From an optimization exercise on the open Yosys and OpenROAD flow, aimed at a short achievable clock period; shortcuts taken in it are not production practice. The RTL was checked by simulation tests, not by an equivalence proof against the original design. Power figures rest on the tool's default switching activity, not on a simulated workload.

`flow/design.v`:
```
module tinybasu_core (
    input  wire        clk,
    input  wire        rst,           
    input  wire [15:0] budget,
    input  wire [2:0]  strategy,
    output reg         mem_en,
    output reg         mem_we,
    output reg  [8:0]  mem_addr,
    output reg  [15:0] mem_wdata,
    input  wire [15:0] mem_rdata,
    output wire        done,
    output reg  [1:0]  run_state,
    output reg  [2:0]  fault_cause,
    output reg  [15:0] fault_pc,
    output reg  [15:0] fault_info,
    output wire [15:0] pc_out,
    output reg  [16:0] cycles,
    output reg  [16:0] executed,
    output reg  [16:0] stalls,
    output reg  [16:0] flushes,
    input  wire [2:0]  dbg_sel,
    output wire [15:0] dbg_reg
);
    localparam RS_RUN   = 2'd0;
    localparam RS_HALT  = 2'd1;
    localparam RS_TOUT  = 2'd2;
    localparam RS_FAULT = 2'd3;
    localparam F_NONE  = 3'd0;
    localparam F_MEM   = 3'd1;
    localparam F_FETCH = 3'd2;
    localparam F_ILL   = 3'd3;
    localparam F_DIV0  = 3'd4;
    localparam F_SHIFT = 3'd5;
    localparam OP_R    = 4'd0;
    localparam OP_ADDI = 4'd1;
    localparam OP_LI   = 4'd2;
    localparam OP_LUI  = 4'd3;
    localparam OP_LW   = 4'd4;
    localparam OP_SW   = 4'd5;
    localparam OP_BEQ  = 4'd6;
    localparam OP_BNE  = 4'd7;
    localparam OP_SLL  = 4'd8;
    localparam OP_SRL  = 4'd9;
    localparam OP_SRA  = 4'd10;
    localparam OP_JMP  = 4'd11;
    localparam OP_JAL  = 4'd12;
    localparam ST_AT = 3'd0;
    localparam ST_AN = 3'd1;
    localparam ST_1B = 3'd2;
    localparam ST_2B = 3'd3;
    localparam ST_8S = 3'd4;
    localparam S_FETCH = 2'd0;
    localparam S_EXEC  = 2'd1;
    localparam S_LOAD  = 2'd2;
    localparam S_DONE  = 2'd3;
    reg [1:0]  state;
    reg [15:0] pc;
    reg [15:0] regs [0:7];
    reg [15:0] budget_q;
    reg [2:0]  strat_q;
    reg [2:0]  load_rd;
    reg        bpt_valid [0:127];
    reg [2:0]  bpt_state [0:127];
    assign done    = (state == S_DONE);
    assign pc_out  = pc;
    assign dbg_reg = regs[dbg_sel];
    wire [15:0] w      = mem_rdata;
    wire [3:0]  opcode = w[15:12];
    wire [2:0]  rd     = w[11:9];
    wire [2:0]  rs     = w[8:6];
    wire [2:0]  rt     = w[5:3];
    wire [2:0]  func   = w[2:0];
    wire [5:0]  immI   = w[5:0];
    wire [11:0] immJ   = w[11:0];
    wire signed [15:0] simm6  = {{10{immI[5]}}, immI};
    wire signed [15:0] simm12 = {{4{immJ[11]}}, immJ};
    wire [15:0] xd = regs[rd];
    wire [15:0] xs = regs[rs];
    wire [15:0] xt = regs[rt];
    wire [15:0] npc = pc + 16'd1;
    wire signed [16:0] ea = $signed({xs[15], xs}) + $signed({simm6[15], simm6});
    wire ea_ok = (ea >= 17'sd0) && (ea <= 17'sd511);
    function [15:0] shl;
        input [15:0] v;
        input [15:0] n;    
        begin
            shl = (n >= 16) ? 16'd0 : (v << n[3:0]);
        end
    endfunction
    function [15:0] shr;
        input [15:0] v;
        input [15:0] n;
        begin
            shr = (n >= 16) ? 16'd0 : (v >> n[3:0]);
        end
    endfunction
    function [15:0] sar;
        input [15:0] v;
        input [15:0] n;
        reg signed [15:0] sv;
        begin
            sv = v;
            if (n >= 16)
                sar = {16{v[15]}};
            else
                sar = sv >>> n[3:0];
        end
    endfunction
    wire [15:0] div_q = $signed(xs) / $signed(xt);
    wire [15:0] mul_p = xs * xt;
    wire [6:0] bkey = {opcode[0], rd, rs};    
    reg [2:0] init_state;
    always @(*) begin
        case (strat_q)
            ST_1B:   init_state = 3'd1;
            ST_2B:   init_state = 3'd2;
            ST_8S:   init_state = 3'd4;
            default: init_state = 3'd0;
        endcase
    end
    wire [2:0] cur_state = bpt_valid[bkey] ? bpt_state[bkey] : init_state;
    reg pred;
    always @(*) begin
        case (strat_q)
            ST_AT:   pred = 1'b1;
            ST_AN:   pred = 1'b0;
            ST_1B:   pred = cur_state[0];
            ST_2B:   pred = (cur_state >= 3'd2);
            default: pred = (cur_state >= 3'd4);
        endcase
    end
    wire br_taken = (opcode == OP_BEQ) ? (xd == xs) : (xd != xs);
    reg [2:0] next_bstate;
    always @(*) begin
        case (strat_q)
            ST_1B:   next_bstate = {2'b00, br_taken};
            ST_2B:   next_bstate = br_taken ? ((cur_state == 3'd3) ? 3'd3 : cur_state + 3'd1)
                                            : ((cur_state == 3'd0) ? 3'd0 : cur_state - 3'd1);
            default: next_bstate = br_taken ? ((cur_state == 3'd7) ? 3'd7 : cur_state + 3'd1)
                                            : ((cur_state == 3'd0) ? 3'd0 : cur_state - 3'd1);
        endcase
    end
    wire bpt_dynamic = (strat_q == ST_1B) || (strat_q == ST_2B) || (strat_q == ST_8S);
    reg        x_halt;         
    reg        x_fault;
    reg [2:0]  x_cause;
    reg [15:0] x_info;
    reg        x_wr;           
    reg [2:0]  x_wr_idx;
    reg [15:0] x_wr_val;
    reg [15:0] x_pc;           
    reg [1:0]  x_cost;
    reg        x_branch;       
    reg        x_mispred;
    reg        x_load;
    reg        x_store;
    always @(*) begin
        x_halt    = 1'b0;
        x_fault   = 1'b0;
        x_cause   = F_NONE;
        x_info    = w;
        x_wr      = 1'b0;
        x_wr_idx  = rd;
        x_wr_val  = 16'd0;
        x_pc      = npc;
        x_cost    = 2'd1;
        x_branch  = 1'b0;
        x_mispred = 1'b0;
        x_load    = 1'b0;
        x_store   = 1'b0;
        if (w == 16'd0) begin
            x_halt = 1'b1;
        end else begin
            case (opcode)
                OP_R: begin
                    x_wr = 1'b1;
                    case (func)
                        3'd0: x_wr_val = xs + xt;
                        3'd1: x_wr_val = xs - xt;
                        3'd2: x_wr_val = ($signed(xs) < $signed(xt)) ? 16'd1 : 16'd0;
                        3'd3: x_wr_val = mul_p;
                        3'd4: begin
                            if (xt == 16'd0) begin
                                x_fault = 1'b1;
                                x_cause = F_DIV0;
                            end else begin
                                x_wr_val = div_q;
                            end
                        end
                        3'd5, 3'd6: begin
                            if (xt[15]) begin
                                x_fault = 1'b1;
                                x_cause = F_SHIFT;
                            end else if (func == 3'd5) begin
                                x_wr_val = shl(xs, xt);
                            end else begin
                                x_wr_val = shr(xs, xt);
                            end
                        end
                        default: begin
                            x_fault = 1'b1;
                            x_cause = F_ILL;
                        end
                    endcase
                end
                OP_ADDI: begin
                    x_wr     = 1'b1;
                    x_wr_val = xs + simm6;
                end
                OP_LI: begin
                    x_wr     = 1'b1;
                    x_wr_val = simm6;
                end
                OP_LUI: begin
                    x_wr     = 1'b1;
                    x_wr_val = {immI, 10'd0};
                end
                OP_LW: begin
                    if (!ea_ok) begin
                        x_fault = 1'b1;
                        x_cause = F_MEM;
                        x_info  = ea[15:0];
                    end else begin
                        x_load = 1'b1;
                    end
                end
                OP_SW: begin
                    if (!ea_ok) begin
                        x_fault = 1'b1;
                        x_cause = F_MEM;
                        x_info  = ea[15:0];
                    end else begin
                        x_store = 1'b1;
                    end
                end
                OP_BEQ, OP_BNE: begin
                    x_branch  = 1'b1;
                    x_mispred = (pred != br_taken);
                    if (br_taken) begin
                        x_pc   = npc + simm6;
                        x_cost = 2'd3;
                    end
                end
                OP_SLL, OP_SRL, OP_SRA: begin
                    if (immI[5]) begin
                        x_fault = 1'b1;
                        x_cause = F_SHIFT;
                    end else begin
                        x_wr = 1'b1;
                        case (opcode)
                            OP_SLL:  x_wr_val = shl(xs, simm6);
                            OP_SRL:  x_wr_val = shr(xs, simm6);
                            default: x_wr_val = sar(xs, simm6);
                        endcase
                    end
                end
                OP_JMP: begin
                    x_pc = npc + simm12;
                end
                OP_JAL: begin
                    x_pc     = npc + simm12;
                    x_wr     = 1'b1;
                    x_wr_idx = 3'd7;
                    x_wr_val = npc + simm12;
                end
                default: begin
                    x_fault = 1'b1;
                    x_cause = F_ILL;
                end
            endcase
        end
    end
    wire timeout   = ({1'b0, budget_q} < cycles);
    wire pc_bad    = pc[15] || (pc > 16'd511);
    always @(*) begin
        mem_en    = 1'b0;
        mem_we    = 1'b0;
        mem_addr  = pc[8:0];
        mem_wdata = xd;
        if (state == S_FETCH && !rst) begin
            mem_en = !timeout && !pc_bad;
        end else if (state == S_EXEC && !rst) begin
            mem_addr = ea[8:0];
            if (!x_halt && !x_fault && (x_load || x_store)) begin
                mem_en = 1'b1;
                mem_we = x_store;
            end
        end
    end
    integer i;
    always @(posedge clk) begin
        if (rst) begin
            state       <= S_FETCH;
            pc          <= 16'd0;
            run_state   <= RS_RUN;
            fault_cause <= F_NONE;
            fault_pc    <= 16'd0;
            fault_info  <= 16'd0;
            cycles      <= 17'd0;
            executed    <= 17'd0;
            stalls      <= 17'd0;
            flushes     <= 17'd0;
            budget_q    <= budget;
            strat_q     <= strategy;
            load_rd     <= 3'd0;
            for (i = 0; i < 8; i = i + 1)
                regs[i] <= 16'd0;
            for (i = 0; i < 128; i = i + 1)
                bpt_valid[i] <= 1'b0;
        end else begin
            case (state)
                S_FETCH: begin
                    if (timeout) begin
                        run_state <= RS_TOUT;
                        state     <= S_DONE;
                    end else if (pc_bad) begin
                        run_state   <= RS_FAULT;
                        fault_cause <= F_FETCH;
                        fault_pc    <= pc;
                        fault_info  <= pc;
                        state       <= S_DONE;
                    end else begin
                        state <= S_EXEC;
                    end
                end
                S_EXEC: begin
                    if (x_halt) begin
                        run_state <= RS_HALT;
                        state     <= S_DONE;
                    end else if (x_fault) begin
                        run_state   <= RS_FAULT;
                        fault_cause <= x_cause;
                        fault_pc    <= pc;
                        fault_info  <= x_info;
                        state       <= S_DONE;
                    end else begin
                        pc       <= x_pc;
                        executed <= executed + 17'd1;
                        cycles   <= cycles + {15'd0, x_cost};
                        if (x_mispred) begin
                            stalls  <= stalls + 17'd1;
                            flushes <= flushes + 17'd1;
                        end
                        if (x_wr)
                            regs[x_wr_idx] <= x_wr_val;
                        if (x_branch && bpt_dynamic) begin
                            bpt_valid[bkey] <= 1'b1;
                            bpt_state[bkey] <= next_bstate;
                        end
                        if (x_load) begin
                            load_rd <= rd;
                            state   <= S_LOAD;
                        end else begin
                            state   <= S_FETCH;
                        end
                    end
                end
                S_LOAD: begin
                    regs[load_rd] <= mem_rdata;
                    state         <= S_FETCH;
                end
                default: begin
                    state <= S_DONE;
                end
            endcase
        end
    end
endmodule
```
`flow/run.sh`:
```
#!/bin/bash
# synth_recipe.tcl (not shown) runs the flow's synth.tcl, then flattens the netlist and writes it again
# the make line also repeats each setting of config.mk as NAME=value (left out here)
make -C /OpenROAD-flow-scripts/flow DESIGN_CONFIG=/design/flow/config.mk WORK_HOME=/design/flow/orfs CLKGATE_MAP_FILE= SYNTH_SCRIPT=/design/flow/synth_recipe.tcl finish
```
`flow/config.mk`:
```
export PLATFORM = sky130hd
export DESIGN_NAME = tinybasu_core
export DESIGN_NICKNAME = tinybasu_core
export VERILOG_FILES = /design/flow/design.v
export SDC_FILE = /design/flow/constraint.sdc
export NUM_CORES = 4
export LEC_CHECK = 0
export CAP_MARGIN = 20
export CORE_MARGIN = 2
export CORE_UTILIZATION = 40
export SLEW_MARGIN = 20
```
`flow/constraint.sdc`:
```
create_clock -name core_clock -period 55.0 [get_ports {clk}]
set_input_delay 11.0000 -clock core_clock [delete_from_list [all_inputs] [get_ports {clk}]]
set_output_delay 11.0000 -clock core_clock [all_outputs]
set_load 0.01 [all_outputs]
```
==> impl_metrics.csv <==
group,metric,value,unit
layout,drive_gt1_share,10.8,%
die,io-pin-count,205,
worst_setup_path,crit_type,"input port to flip-flop",
sta,relSlewSlack,19.5,%
synth,synth_common_cells,"nor2_1, edfxtp_1, nand2_1, inv_1, a21oi_1",
synth,ys_ff_latch,785,
global_route,grt_pass1_wl,309000,µm
synth,yosys_warnings,1,
clock_tree,hold_buffers,0,
synth,synth_area_leaders,"edfxtp_1, dfxtp_1, ha_1, mux4_2, nor2_1",
drt,num_vias,48700,
synth,yosys.area_share.simple,15.6,%
clock_tree,cts_made_buffers,80,
global_route,antenna_found_initial,13,
global_route,grt_max_degree,107,
sta,slew_viol_final,0,
global_route,overflow,0,
synth,synth_xor_area_share,3.98,%
placement,post-dp-hpwl,148000,µm
min_path,hold_path.class,"flip-flop to flip-flop",
synth,synth_top_family_by_area,"compound AO/OA/AOI/OAI gates",
synth,async_flop_share,0,%
synth,syn_inst,5834,
die,dieWidth,376,µm
sta,totalNegativeSetupSlack,0,ns
synth,netlist_area,55300,µm²
clock_tree,clock_latency,0.70,ns
die,die_area,141000,µm²
drt,dr.first_iter.drc_count,5191,
synth,synth_most_common_cell,"nor2_1",
layout,area_delta_synth_final,12.3,%
clock_tree,cts-root-buf,"clkbuf_16",
sta,post-route-min-period,51.85,ns
synth,synth_edf_count,531,
clock_tree,cts_htree_levels,3,
power_and_ir_drop,vdd_drop_max,30.9,µV
drt,antenna_left,0,
clock_tree,cts.clk_slew.worst_paths,0.06,ns
synth,avgSynthCellArea,9.48,µm²
synth,synthAdderAreaFrac,9.54,%
sta,finalSetupViolCount,0,
die,die_h,376,µm
synth,synth_compound_gate_area_share,18.1,%
placement,gp_congestion,1.01,
drt,drc,0,
sta,hold_viol,0,
layout,n_fill_cell,13100,
drt,viasPerCell,6.28,
layout,finalNetCount,6296,
worst_setup_path,critPathLaunchType,"input port",
synth,muxShareOfSynthArea,9.34,%
sta,period_share,94.3,%
worst_setup_path,cp.required,55.54,ns
synth,syn_nets,6245,
drt,routed_wl,210000,µm
drt,wire_per_inst,27.2,µm
worst_setup_path,critical_path.most_common_cell,"o21a_1",
status,outcome,"finished clean",
clock_tree,cts_sinks,785,
clock_tree,max-clock-path-buffers,3,
worst_setup_path,crit_slowest_cell,"or4bb_1",
sta,max_freq,19.3,MHz
worst_setup_path,endpoint_kind,"flip-flop",
run,maxCapViolCount,0,
sta,rsz0062_at_grt,"no",
die,rows,136,
worst_setup_path,worst_ep_arrival_time,52.39,ns
sta,hold_slack,0.454,ns
sta,tightest_slew,1.19,ns
placement,place.port_buffers,204,
synth,ys_types,108,
die,initial_core_util,40.3,%
synth,synth_ff_type,"edfxtp_1",
clock_tree,cts_tree,"done",
synth,seq_area_frac_synth,38.0,%
die,core,137000,µm²
sta,fin_worst_skew,0.0593,ns
worst_setup_path,crit_fanout,27,
synth,yosysTopAreaCell,"edfxtp_1",
global_route,grt_pass1_vias,47000,
worst_setup_path,crit_path_max_incr_delay,0.72,ns
power_and_ir_drop,power.density,39.4,nW/µm²
power_and_ir_drop,leakagePower,0.0223,µW
synth,netlist.area_leader.share,28.8,%
drt,drt-pass1-iter-count,6,
global_route,grt_use_total,29.0,%
worst max-delay path: cells and delay by family:
family | cells | cell delay [ns]
adder cells (fa/ha/maj) | 16 | 4.65
multiplexers | 11 | 4.75
AO/OA/AOI/OAI | 69 | 17.80
AND/OR/NAND/NOR | 38 | 11.16
buffers and inverters | 10 | 2.95
report_power, final:
group	internal (µW)	leakage, µW	switching (µW)
Clock	326	0.00132	245
Sequential	656	0.00702	14.4
Combinational	466	0.0139	742
Total	1450	0.0223	1000
metrics by stage:
step,instance area (µm²),instances,setup slack (ns),utilization (%),total power [µW]
floorplan,55300,5834,9.05,-,1500
global placement,59300,7596,3.30,43.2,1860
detailed placement,59400,7596,1.91,43.2,1860
CTS,62100,7746,2.52,45.2,2440
global route,62100,7748,0.209,45.2,2590
finish,62100,7748,3.15,45.2,2450
what timing repair did:
action                     4_1_cts  5_1_grt
setup endpoints to repair        0      116
gates resized for setup          0        5
buffers inserted                 0        0
sequential cells by signal (all words and copies together) (netlist names), 16 cells and up:
name / cells
bpt_state: 384
bpt_valid: 128
regs: 128
cycles: 17
executed: 17
flushes: 17
stalls: 17
budget_q: 16
fault_info: 16
fault_pc: 16
pc: 16
layer usage:
metal | up-vias | global-route usage, % | share of wire (%)
li1 | 21800 | - | -
met1 | 23800 | 36.2 | 38
met2 | 2549 | 47.7 | 47
met3 | 584 | 5.08 | 8.5
met4 | 14 | 15.6 | 6.0
met5 | - | 0 | 0.048
worst paths after layout:
path | slack [ns] | cells past startpoint | start | end
setup reg to reg | 14.06 | 142 | regs[7][6]$_SDFFCE_PN0P_ | regs[2][12]$_SDFFCE_PN0P_
hold / removal | 0.45 | 2 | fault_info[8]$_SDFFE_PP0P_ | fault_info[8]$_SDFFE_PP0P_
hold reg to reg | 0.45 | 2 | fault_info[8]$_SDFFE_PP0P_ | fault_info[8]$_SDFFE_PP0P_
setup / recovery | 3.15 | 144 | mem_rdata[4] | regs[2][12]$_SDFFCE_PN0P_
cell type report:
type / instances / area [µm²] / share of cell area [%]
diodes: 1 / 2.50 / 0.00403
clock buffers: 100 / 2130 / 3.42
clock inverters: 50 / 609 / 0.981
inverters: 395 / 1490 / 2.39
multi-input cells: 4268 / 31500 / 50.7
flip-flops and latches: 785 / 21000 / 33.9
well taps: 1794 / 2240 / 3.61
repair buffers: 355 / 3130 / 5.04
cells by family (layout without fill, tap and decap cells):
logic type / Yosys count / in the layout
muxes: 328 / 328
AOI/OAI and AO/OA: 1483 / 1483
xor gates and xnor gates: 249 / 249
other: 0 / 1
and+or+nand+nor: 1837 / 1837
adders and majority gates: 371 / 371
DFF: 785 / 785
buffers and inverters: 781 / 900
cell usage in the layout (no fill, tap or decap), types with 68 or more instances in the layout:
cell type,n
a21oi_1,313
a221oi_1,69
a22oi_1,161
buf_4,156
clkbuf_16,80
clkdlybuf4s50_1,189
dfxtp_1,254
edfxtp_1,531
fa_1,85
ha_1,286
inv_1,379
mux2_2,103
mux2i_1,77
mux4_2,131
nand2_1,474
nand3_1,116
nand4_1,69
nor2_1,635
nor3_1,149
o21ai_0,208
o22ai_1,157
xnor2_1,175
xor2_1,68
Testbench counts, summed over its fixed seeds: clk cycles 572,533.

==> afterwards: timing with drivers on the ports <==
The flow's constraints put no driver on any port. The routed layout listed below was extracted and timed again, unchanged, in two steps. Step 1 sets driving cells, clkbuf_16 on the clock port and buf_2 on the other inputs (assumed; they add their load-dependent delay and slew). Step 2 also shifts input and output timing later by t, the mid clock arrival at the registers, as if the neighbouring blocks saw the same clock. Three values: no drivers, after step 1, after step 2; two values: the first two.
shift t [ns]: 0.740
setup WS [ns]: 3.152 / 3.131 / 2.391
clock arrival spread, ns: 0.059 / 0.059
After both steps this run still meets setup and hold. For this run, drivers alone change the setup slack by -0.021 ns; drivers and shift together by -0.761 ns.
